What follows belongs to an exercise in optimizing a design on an open flow for small area, a short achievable clock period and few clock cycles; a production flow would make more cautious choices. The RTL was checked by simulation tests, not by an equivalence proof against the original design. Power and IR drop assume default switching activity.

Design oac_core, start of the top module:
module oac_core (
    input  wire        clk,
    input  wire        rst,           
    input  wire [31:0] stack_init,    
    output reg         mem_req,
    output reg         mem_we,
    output reg  [6:0]  mem_addr,
    output wire [31:0] mem_wdata,
    input  wire        mem_ready,
    input  wire [31:0] mem_rdata,
    output wire        halted,
    output wire        faulted,
    output reg  [2:0]  fault_kind,
    output wire [31:0] fault_value,
    output wire [31:0] fault_addr,
    input  wire [3:0]  dbg_idx,
    output wire [31:0] dbg_data
);
Size in the first run: roughly 2100 cells after synthesis, about 210 I/O pins.
==> flow/config.mk <==
export PLATFORM = sky130hd
export DESIGN_NAME = oac_core
export DESIGN_NICKNAME = oac_core
export VERILOG_FILES = /design/flow/design.v
export SDC_FILE = /design/flow/constraint.sdc
export NUM_CORES = 4
export LEC_CHECK = 0
export CAP_MARGIN = 20
export CORE_MARGIN = 2
export CORE_UTILIZATION = 40
export CTS_BUF_LIST = sky130_fd_sc_hd__clkbuf_8
export CTS_CLUSTER_SIZE = 20
export SETUP_SLACK_MARGIN = 5
export SLEW_MARGIN = 20
export TNS_END_PERCENT = 0
==> flow/constraint.sdc <==
create_clock -name core_clock -period 12.0 [get_ports {clk}]
set_input_delay 2.4000 -clock core_clock [delete_from_list [all_inputs] [get_ports {clk}]]
set_output_delay 2.4000 -clock core_clock [all_outputs]
set_load 0.01 [all_outputs]
standard.sh (not shown) runs the stock make flow with config.mk's settings and CLKGATE_MAP_FILE= SYNTH_SCRIPT=/design/flow/synth_recipe.tcl, a recipe that flattens the netlist after the stock synthesis.
==> flow/flow/run.sh <==
#!/bin/bash
# Standard layout, with plain buf_1 cells as the port buffers (ORFS otherwise
# picks clkdlybuf4s50_1, a slow delay cell), and timing repair aiming at a setup slack of 8 ns. Each ORFS step keeps its
# own log under orfs/logs; make's output goes to flow_make.log.
set -euo pipefail
bash standard.sh "BUFFER_PORTS_ARGS=-buffer_cell sky130_fd_sc_hd__buf_1" "SETUP_SLACK_MARGIN=8" finish > flow_make.log 2>&1
The baseline completed without violations.
Testbench counts at the start, summed over its fixed seeds: cycles 40,193.
Next try:
==> flow/flow/run.sh (replaced) <==
#!/bin/bash
# Standard layout, with plain buf_1 cells as the port buffers (ORFS otherwise
# picks clkdlybuf4s50_1, a slow delay cell), and timing repair aiming at a setup slack of 7 ns. Each ORFS step keeps its
# own log under orfs/logs; make's output goes to flow_make.log.
set -euo pipefail
bash standard.sh "BUFFER_PORTS_ARGS=-buffer_cell sky130_fd_sc_hd__buf_1" "SETUP_SLACK_MARGIN=7" finish > flow_make.log 2>&1
CTS_BUF_LIST = sky130_fd_sc_hd__clkbuf_4   (was sky130_fd_sc_hd__clkbuf_8)
CTS_CLUSTER_SIZE = not set   (was 20)
After rerunning: Routed wire length rises by 0.33%; design area is about the same; maximum frequency rises by 0.36%; clock-buffer cell count rises by 65; non-clock buffer count falls by 2.
Next try:
==> flow/flow/run.sh (replaced) <==
#!/bin/bash
# Standard layout, with plain buf_1 cells as the port buffers (ORFS otherwise
# picks clkdlybuf4s50_1, a slow delay cell), and timing repair aiming at a setup slack of 6 ns. Each ORFS step keeps its
# own log under orfs/logs; make's output goes to flow_make.log.
set -euo pipefail
bash standard.sh "BUFFER_PORTS_ARGS=-buffer_cell sky130_fd_sc_hd__buf_1" "SETUP_SLACK_MARGIN=6" finish > flow_make.log 2>&1
ABC_AREA = 1   (was not set)
CTS_BUF_LIST = sky130_fd_sc_hd__clkbuf_8   (was sky130_fd_sc_hd__clkbuf_4)
CTS_CLUSTER_SIZE = 20   (was not set)
The changed run finished with timing, DRC and antenna clean; clock-buffer cell count drops by 63; wire length climbs by 13%; synthesized area climbs by 7.8%; setup slack is better by 0.032 ns; global-route usage climbs by 1.4 points; via count climbs by 14%.
Next try:
==> flow/flow/run.sh (replaced) <==
#!/bin/bash
# Standard layout, with plain buf_1 cells as the port buffers (ORFS otherwise
# picks clkdlybuf4s50_1, a slow delay cell), and timing repair aiming at a setup slack of 7 ns. Each ORFS step keeps its
# own log under orfs/logs; make's output goes to flow_make.log.
set -euo pipefail
bash standard.sh "BUFFER_PORTS_ARGS=-buffer_cell sky130_fd_sc_hd__buf_1" "SETUP_SLACK_MARGIN=7" finish > flow_make.log 2>&1
ABC_AREA = not set   (was 1)
Effect: Global-route usage shrinks by 1.7 points. Cell count shrinks by about 23%. Cell area shrinks by about 7.5%. Total power shrinks by about 11%. Register-to-register slack gets worse by 0.17 ns. Count of clock-buffer cells in the layout shrinks by 2. Routed wire length shrinks by about 11%. Sequential cell count does not change. Area after synthesis shrinks by 7.2%. Non-clock buffer count grows by 26. Combinational power shrinks by 19%.


## blue
Starting RTL as in the previous note.
==> flow/config.mk <==
export PLATFORM = sky130hd
export DESIGN_NAME = oac_core
export DESIGN_NICKNAME = oac_core
export VERILOG_FILES = /design/flow/design.v
export SDC_FILE = /design/flow/constraint.sdc
export NUM_CORES = 4
export LEC_CHECK = 0
export CAP_MARGIN = 20
export CORE_MARGIN = 2
export CORE_UTILIZATION = 40
export SETUP_SLACK_MARGIN = 5
export SLEW_MARGIN = 20
export TNS_END_PERCENT = 0
==> flow/constraint.sdc <==
create_clock -name core_clock -period 12.0 [get_ports {clk}]
set_input_delay 2.4000 -clock core_clock [delete_from_list [all_inputs] [get_ports {clk}]]
set_output_delay 2.4000 -clock core_clock [all_outputs]
set_load 0.01 [all_outputs]
==> flow/flow/run.sh <==
#!/bin/bash
# Standard layout, with plain buf_1 cells as the port buffers (ORFS otherwise
# picks clkdlybuf4s50_1, a slow delay cell), and timing repair aiming at a setup slack of 7 ns. Each ORFS step keeps its
# own log under orfs/logs; make's output goes to flow_make.log.
set -euo pipefail
bash standard.sh "BUFFER_PORTS_ARGS=-buffer_cell sky130_fd_sc_hd__buf_1" "SETUP_SLACK_MARGIN=7" finish > flow_make.log 2>&1
Testbench counts of blue, summed over its fixed seeds: cycles 40,193.
--- input diff blue..purple ---
- a deleted TNS_END_PERCENT that had been 0
==> flow/flow/run.sh <==
#!/bin/bash
# Standard layout, with plain buf_1 cells as the port buffers (ORFS otherwise
# picks clkdlybuf4s50_1, a slow delay cell). Each ORFS step keeps its own log
# under orfs/logs; make's output goes to flow_make.log.
set -euo pipefail
bash standard.sh "BUFFER_PORTS_ARGS=-buffer_cell sky130_fd_sc_hd__buf_1" finish > flow_make.log 2>&1
Looking at the reports, purple completed the entire flow and the layout it produced met the timing, DRC and antenna checks. blue has higher via count of the first global-routing pass than purple. The final-layout clock-cell area share reported for purple is greater than that of blue by 0.22 points. Against blue, cell area in purple came out better. Compared with blue, in purple placed cell count roughly the same, slack of the critical path lower, final-layout fill cell count higher, total detailed-routing wirelength lower.

==> afterwards: timing with drivers on the ports <==
In the flow no input, the clock included, has a driving cell. The finished layouts below were timed again as built, in two steps.
Step 1 sets driving cells, clkbuf_16 on the clock port and buf_2 on the other inputs (assumed; they add their load-dependent delay and slew).
Step 2, shift: input delay + t, output delay - t, t = (earliest + latest rising clock arrival at the registers) / 2. This alone moves slack from input paths to output paths.
a / b / c = ideal ports / drivers / drivers and shift; a / b = the first two.
run | shift t [ns] | setup WS [ns] | pins driven straight from the clock port
the first run of note 1 | 0.744 | 5.600 / 5.559 / 5.041 | 1
the second run of note 1 | 0.875 | 5.622 / 5.575 / 4.875 | 1
the third run of note 1 | 0.738 | 5.654 / 5.589 / 5.144 | 1
the fourth run of note 1 | 0.744 | 5.600 / 5.559 / 5.041 | 1
blue | 0.635 | 5.601 / 5.552 / 5.101 | 1
purple | 0.639 | 5.040 / 5.017 / 4.821 | 1
After both steps every run listed still meets setup and hold. For the second run of note 1, which loses most, drivers alone change the setup slack by -0.047 ns; drivers and shift together by -0.747 ns.
